This is an optimization exercise on Yosys and OpenROAD, whose aim is small area, a short achievable clock period and few clock cycles, not a production implementation. RTL that was checked went through simulation tests only; none was proved equivalent to the original.

==> flow/design.v (excerpt) <==
module dither_mono #(
    parameter W = 32
) (
    input  wire        clk,
    input  wire        rst,
    input  wire        in_valid,
    output wire        in_ready,
    input  wire [15:0] in_pixel,
    input  wire        in_sof,
    input  wire [7:0]  cfg_thr,
    input  wire        cfg_dither,
    output wire        out_valid,
    input  wire        out_ready,
    output wire [7:0]  out_byte
);
    function [5:0] q7_off(input [6:0] s);
        case (s)
        7'd0: q7_off = 6'd0;
        7'd1: q7_off = 6'd0;
        7'd2: q7_off = 6'd0;
        7'd3: q7_off = 6'd1;
        7'd4: q7_off = 6'd1;
        7'd5: q7_off = 6'd2;
        7'd6: q7_off = 6'd2;
        7'd7: q7_off = 6'd3;
        7'd8: q7_off = 6'd3;
        7'd9: q7_off = 6'd3;
        7'd10: q7_off = 6'd4;
        7'd11: q7_off = 6'd4;
        7'd12: q7_off = 6'd5;
        7'd13: q7_off = 6'd5;
        7'd14: q7_off = 6'd6;
        7'd15: q7_off = 6'd6;
        7'd16: q7_off = 6'd7;
        7'd17: q7_off = 6'd7;
        7'd18: q7_off = 6'd7;
        7'd19: q7_off = 6'd8;
        7'd20: q7_off = 6'd8;
        7'd21: q7_off = 6'd9;
        7'd22: q7_off = 6'd9;
        7'd23: q7_off = 6'd10;
        7'd24: q7_off = 6'd10;
        7'd25: q7_off = 6'd10;
        7'd26: q7_off = 6'd11;
        7'd27: q7_off = 6'd11;
        7'd28: q7_off = 6'd12;
        7'd29: q7_off = 6'd12;
        7'd30: q7_off = 6'd13;
        7'd31: q7_off = 6'd13;
        7'd32: q7_off = 6'd14;
        7'd33: q7_off = 6'd14;
        7'd34: q7_off = 6'd14;
        7'd35: q7_off = 6'd15;
        7'd36: q7_off = 6'd15;
        7'd37: q7_off = 6'd16;
        7'd38: q7_off = 6'd16;
  ...
Size: ~1900 cells after synthesis, about 620 flip-flops, roughly 40 I/O pins, about 28000 um2 of cells after synthesis.
clock: 13.0 ns
lec_check: 0
cap_margin: 20
core_margin: 2
core_utilization: 60
cts_cluster_diameter: 60
cts_cluster_size: 25
place_density: 0.7
slew_margin: 20
standard.sh (not shown) runs the stock make flow with config.mk's settings and CLKGATE_MAP_FILE= SYNTH_SCRIPT=/design/flow/synth_recipe.tcl, a recipe that flattens the netlist after the stock synthesis.
==> flow/flow/run.sh <==
#!/bin/bash
# The standard layout, with every port buffered by a buf_4 instead of the
# default port buffer, and timing repair aiming for more setup slack than
# the clock period needs.
set -euo pipefail
export BUFFER_PORTS_ARGS="-buffer_cell sky130_fd_sc_hd__buf_4"
export SETUP_SLACK_MARGIN=9.3
bash standard.sh finish > flow_make.log 2>&1
Next try:
--- a/flow/design.v
+++ b/flow/design.v
@@ -1190,26 +1190,27 @@
     end
     reg        rs;            
     reg        r_odd, r_zero, r_dith, r_rdir;
     reg [5:0]  r_t6;
     reg [4:0]  rp_r, fx_r;    
     wire       rs_n   = f_go ? (rk == 5'd31) : rs;
     wire       avail  = r_odd ? cr[5] : (cnt != 6'd0);
     reg               fr_valid;
-    reg signed [7:0]  fr_b;       
-    reg [5:0]         fr_t6;
+    reg [6:0]         fr_b0;      
+    reg signed [7:0]  fr_t;       
     reg               fr_dith, fr_odd, fr_last, fr_rs;
     reg [4:0]         fr_x;
     reg signed [6:0]  el [0:31];   
     reg signed [5:0]  accA;        
     reg signed [3:0]  accB;        
     wire signed [5:0] accA_n;
     wire signed [3:0] accB_n;
     wire [5:0]        v     = pb[rp_r];
+    wire signed [6:0] tv    = ~ks8({2'b11, ~r_t6}, {2'b00, v});    
     wire              caseA = fr_valid;
     wire signed [6:0] err0  = caseA ? {{3{accB_n[3]}}, accB_n} : {accA_n[5], accA_n};
     wire signed [6:0] errl  = (a_we && a_wpos == fx_r) ? a_wdata : el[fx_r];
     wire signed [6:0] err   = r_zero ? 7'sd0 : (rs ? err0 : errl);
     wire signed [7:0] base  = ks8({2'b00, v}, {err[6], err});
     assign f_go       = avail & (~fr_valid | x_go);
     assign fr_valid_n = f_go | (fr_valid & ~x_go);
     always @(posedge clk) begin
@@ -1231,28 +1232,27 @@
                 fx_r   <= {5{w_odd_n}};
             end else if (f_go) begin
                 rp_r <= r_rdir ? rp_r - 5'd1 : rp_r + 5'd1;
                 fx_r <= r_odd  ? fx_r - 5'd1 : fx_r + 5'd1;
             end
             fr_valid <= fr_valid_n;
         end
         if (f_go) begin
-            fr_b    <= base;
-            fr_t6   <= r_t6;
+            fr_b0   <= base[6:0];
+            fr_t    <= ~ks8(~{tv[6], tv}, {err[6], err});    
             fr_dith <= r_dith;
             fr_odd  <= r_odd;
             fr_last <= (rk == 5'd31);
             fr_rs   <= rs;
             fr_x    <= fx_r;
         end
     end
     reg signed [5:0]  carry;
-    wire [7:0]        s0w  = ks8({1'b0, fr_b[6:0]}, {{2{carry[5]}}, carry});
-    wire [7:0]        fr_t = ~ks8({2'b11, ~fr_t6}, fr_b);
+    wire [7:0]        s0w  = ks8({1'b0, fr_b0}, {{2{carry[5]}}, carry});
     wire [6:0]        s0   = s0w[6:0];
     wire              on   = gtu8({~carry[5], {2{carry[5]}}, carry[4:0]}, {~fr_t[7], fr_t[6:0]});
     wire [5:0]        q7   = on ? q7_on(s0) : q7_off(s0);
     wire [5:0]        q5   = on ? q5_on(s0) : q5_off(s0);
     wire              sel_q5 = avail & ~r_zero;
     reg  [31:0] dec;
     reg  [3:0]  pend;
     reg  [1:0]  nb;
Global-route usage fell by 0.85 points.
Register-to-register slack degrades by 0.15 ns.
Via count shrinks by 1.2%.
Clock skew is higher by 0.020 ns.
Clock-buffer cell count rises by 5.
Maximum frequency falls by 3.8%.
Sequential share of layout area rises by 0.71 points.
Wire length drops by 4.0%.
Cell area shrinks by 1.1%.
Worst setup slack loses 0.15 ns.
Die area increases by 0.44%.
Hold slack is better by 0.0041 ns.
No run of this note included a check of the RTL's function; only the layout flow was run.

* * *

Setup of JK:
dither_mono, a different RTL version from the one above (not shown whole).
Size in the first run: ~650 flip-flops, about 40 I/O pins.
export LEC_CHECK = 0
export CAP_MARGIN = 20
export CORE_MARGIN = 2
export CORE_UTILIZATION = 60
export CTS_CLUSTER_DIAMETER = 60
export CTS_CLUSTER_SIZE = 25
export PLACE_DENSITY = 0.7
export SLEW_MARGIN = 20
create_clock -name core_clock -period 13.0 [get_ports {clk}]
==> flow/flow/run.sh <==
#!/bin/bash
# The standard layout, with every port buffered by a buf_4 instead of the
# default port buffer, and timing repair aiming for more setup slack than
# the clock period needs.
set -euo pipefail
export BUFFER_PORTS_ARGS="-buffer_cell sky130_fd_sc_hd__buf_4"
export SETUP_SLACK_MARGIN=9.6
bash standard.sh finish > flow_make.log 2>&1
Testbench counts of JK, summed over its fixed seeds: cycles 20,640.
For MS, these inputs were changed with respect to JK:
--- a/flow/design.v
+++ b/flow/design.v
@@ -1100,76 +1100,61 @@
             else
                 intensity = cb ? c : b;
         end
     endfunction
     wire       f1_go, f2_go, x_go;
     wire       pb_wr;
     wire       g_valid_n, fr_valid_n, x_sure_n;
     wire              a_we;
     wire [4:0]        a_wpos;
     wire signed [6:0] a_wdata;
     reg        in_ready_r;
-    reg        iv;
-    reg [15:0] ipix;
-    reg        isof, idith;
-    reg [5:0]  ithr;
-    wire acc_in = in_valid & in_ready_r;
+    wire       acc_in = in_valid & in_ready_r;
     assign in_ready = in_ready_r;
-    always @(posedge clk) begin
-        if (~iv | pb_wr) begin
-            ipix  <= in_pixel;
-            isof  <= in_sof;
-            ithr  <= cfg_thr[7:2];
-            idith <= cfg_dither;
-        end
-    end
     reg [5:0]  pb [0:31];
     reg [5:0]  cnt;           
     reg [5:0]  cr;            
     reg [4:0]  wx;            
     reg        w_wdir;        
     reg        w_rdir;        
     reg        w_odd, w_first, w_dith;
     reg [5:0]  w_t6;
     reg [4:0]  rk;            
-    assign     pb_wr    = iv & (~cnt[5] | f1_go);
+    assign     pb_wr    = acc_in;
     wire       w_new    = (wx == 5'd0);
     wire       wdir_eff = w_new ? w_rdir : w_wdir;
     wire [4:0] wp       = wx ^ {5{wdir_eff}};
-    wire       iv_n     = acc_in | (iv & ~pb_wr);
     wire       w_row    = pb_wr & w_new;
-    wire       w_odd_n  = w_row ? (~isof & ~w_odd) : w_odd;
-    wire       w_first_n = w_row ? isof : w_first;
-    wire       w_dith_n = (w_row & isof) ? idith : w_dith;
-    wire [5:0] w_t6_n   = (w_row & isof) ? ithr : w_t6;
-    wire       w_rdir_n = (w_row & ~isof) ? (w_rdir ^ ~w_odd) : w_rdir;
+    wire       w_odd_n  = w_row ? (~in_sof & ~w_odd) : w_odd;
+    wire       w_first_n = w_row ? in_sof : w_first;
+    wire       w_dith_n = (w_row & in_sof) ? cfg_dither : w_dith;
+    wire [5:0] w_t6_n   = (w_row & in_sof) ? cfg_thr[7:2] : w_t6;
+    wire       w_rdir_n = (w_row & ~in_sof) ? (w_rdir ^ ~w_odd) : w_rdir;
     wire [5:0] cnt_n    = cnt + {5'd0, pb_wr} - {5'd0, f1_go};
     wire       full_n   = (cnt[5] & (pb_wr | ~f1_go)) | ((cnt == 6'd31) & pb_wr & ~f1_go);
     wire       f1_sure_n = ~g_valid_n | ~fr_valid_n | x_sure_n;
     always @(posedge clk) begin
         if (pb_wr)
-            pb[wp] <= intensity(ipix);
+            pb[wp] <= intensity(in_pixel);
     end
     always @(posedge clk) begin
         if (rst) begin
             in_ready_r <= 1'b1;
-            iv         <= 1'b0;
             cnt        <= 6'd0;
             cr         <= 6'd0;
             wx         <= 5'd0;
             w_rdir     <= 1'b0;
             w_wdir     <= 1'b0;
             w_odd      <= 1'b1;
         end else begin
-            in_ready_r <= ~iv_n | ~full_n | f1_sure_n;
-            iv         <= iv_n;
+            in_ready_r <= ~full_n | f1_sure_n;
             cnt        <= cnt_n;
             cr         <= cr + {5'd0, pb_wr} - {(f1_go & (rk == 5'd31)), 5'd0};
             if (pb_wr)
                 wx <= wx + 5'd1;
             if (w_row)
                 w_wdir <= w_rdir;
             w_odd   <= w_odd_n;
             w_first <= w_first_n;
             w_dith  <= w_dith_n;
             w_t6    <= w_t6_n;
             w_rdir  <= w_rdir_n;
Results
Measured against each other, MS and JK differ in number of placed instances with taps included, the lower figure coming from MS.
The number of global-route vias before repair on MS is in line with that on JK.
MS finished all stages; the layout is clean.
Delta (MS minus JK): latest clock arrival within the worst-skew pair held; non-clock buffer count now larger; final estimated routing congestion in global placement shows a reduction of 0.040; worst endpoint data arrival time saw an increase; total setup buffers inserted after CTS now larger.
The lower layout cell share with drive strength beyond 1 came out of JK.
Function not checked in MS: the RTL went through the layout flow alone.

* * *

## v6
dither_mono, a different RTL version from the one above (not shown whole).
Size: roughly 1800 cells after synthesis, roughly 620 flip-flops.
export LEC_CHECK = 0
export CAP_MARGIN = 20
export CORE_MARGIN = 2
export CORE_UTILIZATION = 60
export CTS_CLUSTER_DIAMETER = 60
export CTS_CLUSTER_SIZE = 25
export PLACE_DENSITY = 0.7
export SLEW_MARGIN = 20
create_clock -name core_clock -period 13.0 [get_ports {clk}]
==> flow/flow/run.sh <==
#!/bin/bash
# The standard layout, with every port buffered by a buf_4 instead of the
# default port buffer, and timing repair aiming for more setup slack than
# the clock period needs.
set -euo pipefail
export BUFFER_PORTS_ARGS="-buffer_cell sky130_fd_sc_hd__buf_4"
export SETUP_SLACK_MARGIN=9.3
bash standard.sh finish > flow_make.log 2>&1
Testbench counts of v6, summed over its fixed seeds: cycles 20,640.
The inputs of v7 differ from those of v6 as listed below.
--- a/flow/design.v
+++ b/flow/design.v
@@ -1090,49 +1090,54 @@
         integer i;
         begin
             g = 1'b0;
             e = 1'b1;
             for (i = 7; i >= 0; i = i - 1) begin
                 g = g | (e & a[i] & ~b[i]);
                 e = e & (a[i] | ~b[i]) & (~a[i] | b[i]);
             end
             gtu8 = g;
         end
     endfunction
-    function [4:0] max_lh(input [15:0] p);
-        max_lh = gtu8({3'b000, p[4:0]}, {3'b000, p[15:11]}) ? p[4:0] : p[15:11];
-    endfunction
-    function [5:0] intensity(input [10:0] mp);    
-        reg [5:0] a, b;
+    function [5:0] intensity(input [15:0] p);
+        reg [5:0] a, b, c;
+        reg       ab, cb, ac;
         begin
-            a = {mp[10:6], 1'b0};
-            b = mp[5:0];
-            intensity = gtu8({2'b00, a}, {2'b00, b}) ? a : b;
+            a  = {p[4:0], 1'b0};
+            b  = p[10:5];
+            c  = {p[15:11], 1'b0};
+            ab = gtu8({2'b00, a}, {2'b00, b});
+            cb = gtu8({2'b00, c}, {2'b00, b});
+            ac = gtu8({3'b000, p[4:0]}, {3'b000, p[15:11]});
+            if (ac)
+                intensity = ab ? a : b;
+            else
+                intensity = cb ? c : b;
         end
     endfunction
     wire       f1_go, f2_go, x_go;
     wire       pb_wr;
     wire       g_valid_n, fr_valid_n, x_sure_n;
     wire              a_we;
     wire [4:0]        a_wpos;
     wire signed [6:0] a_wdata;
     reg        in_ready_r;
     reg        iv;
-    reg [10:0] ipix;          
+    reg [15:0] ipix;
     reg        isof, idith;
     reg [5:0]  ithr;
     wire acc_in = in_valid & in_ready_r;
     assign in_ready = in_ready_r;
     always @(posedge clk) begin
         if (~iv | pb_wr) begin
-            ipix  <= {max_lh(in_pixel), in_pixel[10:5]};
+            ipix  <= in_pixel;
             isof  <= in_sof;
             ithr  <= cfg_thr[7:2];
             idith <= cfg_dither;
         end
     end
     reg [5:0]  pb [0:31];
     reg [5:0]  cnt;           
     reg        rowfull;       
     reg [4:0]  wx;            
     reg        w_wdir;        
     reg        w_rdir;        
==> comparison <==
Between v6 and v7, the flow reports first-pass GRT wire length increasing by a few percent. v6 has lower synthesized area than v7. Category of the critical setup timing path: in -> reg -> v6, reg -> out -> v7. v7 vs v6: worst setup slack after placement up. In terms of final standard cell area without fillers, v7 and v6 differ only marginally. Compared with v6, v7 shows post-detailed-route wirelength per cell that has gone up by a few percent. Comparing v7 and v6, biggest cell delay along the critical path is lower on v6. Diff v6 -> v7 | width of the die | up slightly.
Testbench counts of v7, summed over its fixed seeds: cycles 20,640.

* * *

S:
Starting RTL as in the previous note.
==> flow/config.mk <==
export PLATFORM = sky130hd
export DESIGN_NAME = dither_mono
export DESIGN_NICKNAME = dither_mono
export VERILOG_FILES = /design/flow/design.v
export SDC_FILE = /design/flow/constraint.sdc
export NUM_CORES = 4
export LEC_CHECK = 0
export CAP_MARGIN = 20
export CORE_MARGIN = 2
export CORE_UTILIZATION = 55
export CTS_CLUSTER_DIAMETER = 60
export CTS_CLUSTER_SIZE = 25
export PLACE_DENSITY = 0.65
export SLEW_MARGIN = 20
==> flow/constraint.sdc <==
create_clock -name core_clock -period 13.0 [get_ports {clk}]
set_input_delay 2.6000 -clock core_clock [delete_from_list [all_inputs] [get_ports {clk}]]
set_output_delay 2.6000 -clock core_clock [all_outputs]
set_load 0.01 [all_outputs]
Scripts as last shown in full above: flow/flow/run.sh
Testbench counts of S, summed over its fixed seeds: cycles 20,640.
Here is what was changed in the inputs of P compared with S.
--- a/flow/design.v
+++ b/flow/design.v
@@ -1092,45 +1092,50 @@
             g = 1'b0;
             e = 1'b1;
             for (i = 7; i >= 0; i = i - 1) begin
                 g = g | (e & a[i] & ~b[i]);
                 e = e & (a[i] | ~b[i]) & (~a[i] | b[i]);
             end
             gtu8 = g;
         end
     endfunction
-    function [4:0] max_lh(input [15:0] p);
-        max_lh = gtu8({3'b000, p[4:0]}, {3'b000, p[15:11]}) ? p[4:0] : p[15:11];
-    endfunction
-    function [5:0] intensity(input [10:0] mp);    
-        reg [5:0] a, b;
+    function [5:0] intensity(input [15:0] p);
+        reg [5:0] a, b, c;
+        reg       ab, cb, ac;
         begin
-            a = {mp[10:6], 1'b0};
-            b = mp[5:0];
-            intensity = gtu8({2'b00, a}, {2'b00, b}) ? a : b;
+            a  = {p[4:0], 1'b0};
+            b  = p[10:5];
+            c  = {p[15:11], 1'b0};
+            ab = gtu8({2'b00, a}, {2'b00, b});
+            cb = gtu8({2'b00, c}, {2'b00, b});
+            ac = gtu8({3'b000, p[4:0]}, {3'b000, p[15:11]});
+            if (ac)
+                intensity = ab ? a : b;
+            else
+                intensity = cb ? c : b;
         end
     endfunction
     wire       f1_go, f2_go, x_go;
     wire       pb_wr;
     wire       g_valid_n, fr_valid_n, x_sure_n;
     wire              a_we;
     wire [4:0]        a_wpos;
     wire signed [6:0] a_wdata;
     reg        in_ready_r;
     reg        iv;
-    reg [10:0] ipix;          
+    reg [15:0] ipix;
     reg        isof, idith;
     reg [5:0]  ithr;
     wire acc_in = in_valid & in_ready_r;
     assign in_ready = in_ready_r;
     always @(posedge clk) begin
         if (~iv | pb_wr) begin
-            ipix  <= {max_lh(in_pixel), in_pixel[10:5]};
+            ipix  <= in_pixel;
             isof  <= in_sof;
             ithr  <= cfg_thr[7:2];
             idith <= cfg_dither;
         end
     end
     reg [5:0]  pb [0:31];
     reg [5:0]  cnt;           
     reg        rowfull;       
     reg [4:0]  wx;            
==> results.txt <==
P completed; timing, DRC and antenna clean
P against S: simple logic cell fraction of the synthesized area has remained practically unchanged; sum of routed wire segments on met1 now smaller; minimum period implied by the final worst setup slack shows a reduction of 0.13 ns.
Worst hold slack: S vs P — no meaningful difference
NOTE: wire length on met3 in P exceeds that of S
Summary: with S as the reference, number of clock-tree buffers in the layout in P moved up by more than 10%.
Testbench counts of P, summed over its fixed seeds: cycles 20,640.

-- static timing again, ports no longer ideal --
The results above use ideal ports. As a check the final layouts listed here were re-extracted and re-timed, cells and wires unchanged. Step 1 assumes that a clkbuf_16 drives the clock port and a buf_2 every other input. Step 2 moves the port delays by t, midway between the first and last clock arrival at a register: inputs arrive t later, outputs are due t later. That takes back most of the time a late clock gives input paths. Slacks: ideal / step 1 / step 2; pairs: ideal / step 1.
run | t, ns | setup slack, ns | hold WS [ns] | worst data-port slew with drivers (ns)
the first run of note 1 | 0.643 | 9.109 / 9.109 / 8.742 | 0.419 / 0.419 / 0.419 | 0.05
the second run of note 1 | 0.647 | 8.956 / 8.956 / 8.956 | 0.423 / 0.423 / 0.423 | 0.07
JK | 0.644 | 9.285 / 9.229 / 9.089 | 0.424 / 0.424 / 0.424 | 0.04
MS | 0.652 | 8.623 / 8.605 / 7.953 | 0.430 / 0.430 / 0.430 | 0.14
v6 | 0.637 | 9.103 / 9.124 / 8.488 | 0.420 / 0.420 / 0.420 | 0.05
v7 | 0.632 | 9.278 / 9.225 / 9.057 | 0.424 / 0.424 / 0.424 | 0.07
S | 0.651 | 9.170 / 9.189 / 8.540 | 0.424 / 0.424 / 0.424 | 0.06
P | 0.637 | 9.296 / 9.239 / 9.035 | 0.425 / 0.425 / 0.425 | 0.05
After both steps setup and hold are still met in every run listed. For MS, which loses most, drivers alone change the setup slack by -0.018 ns; drivers and shift together by -0.670 ns.
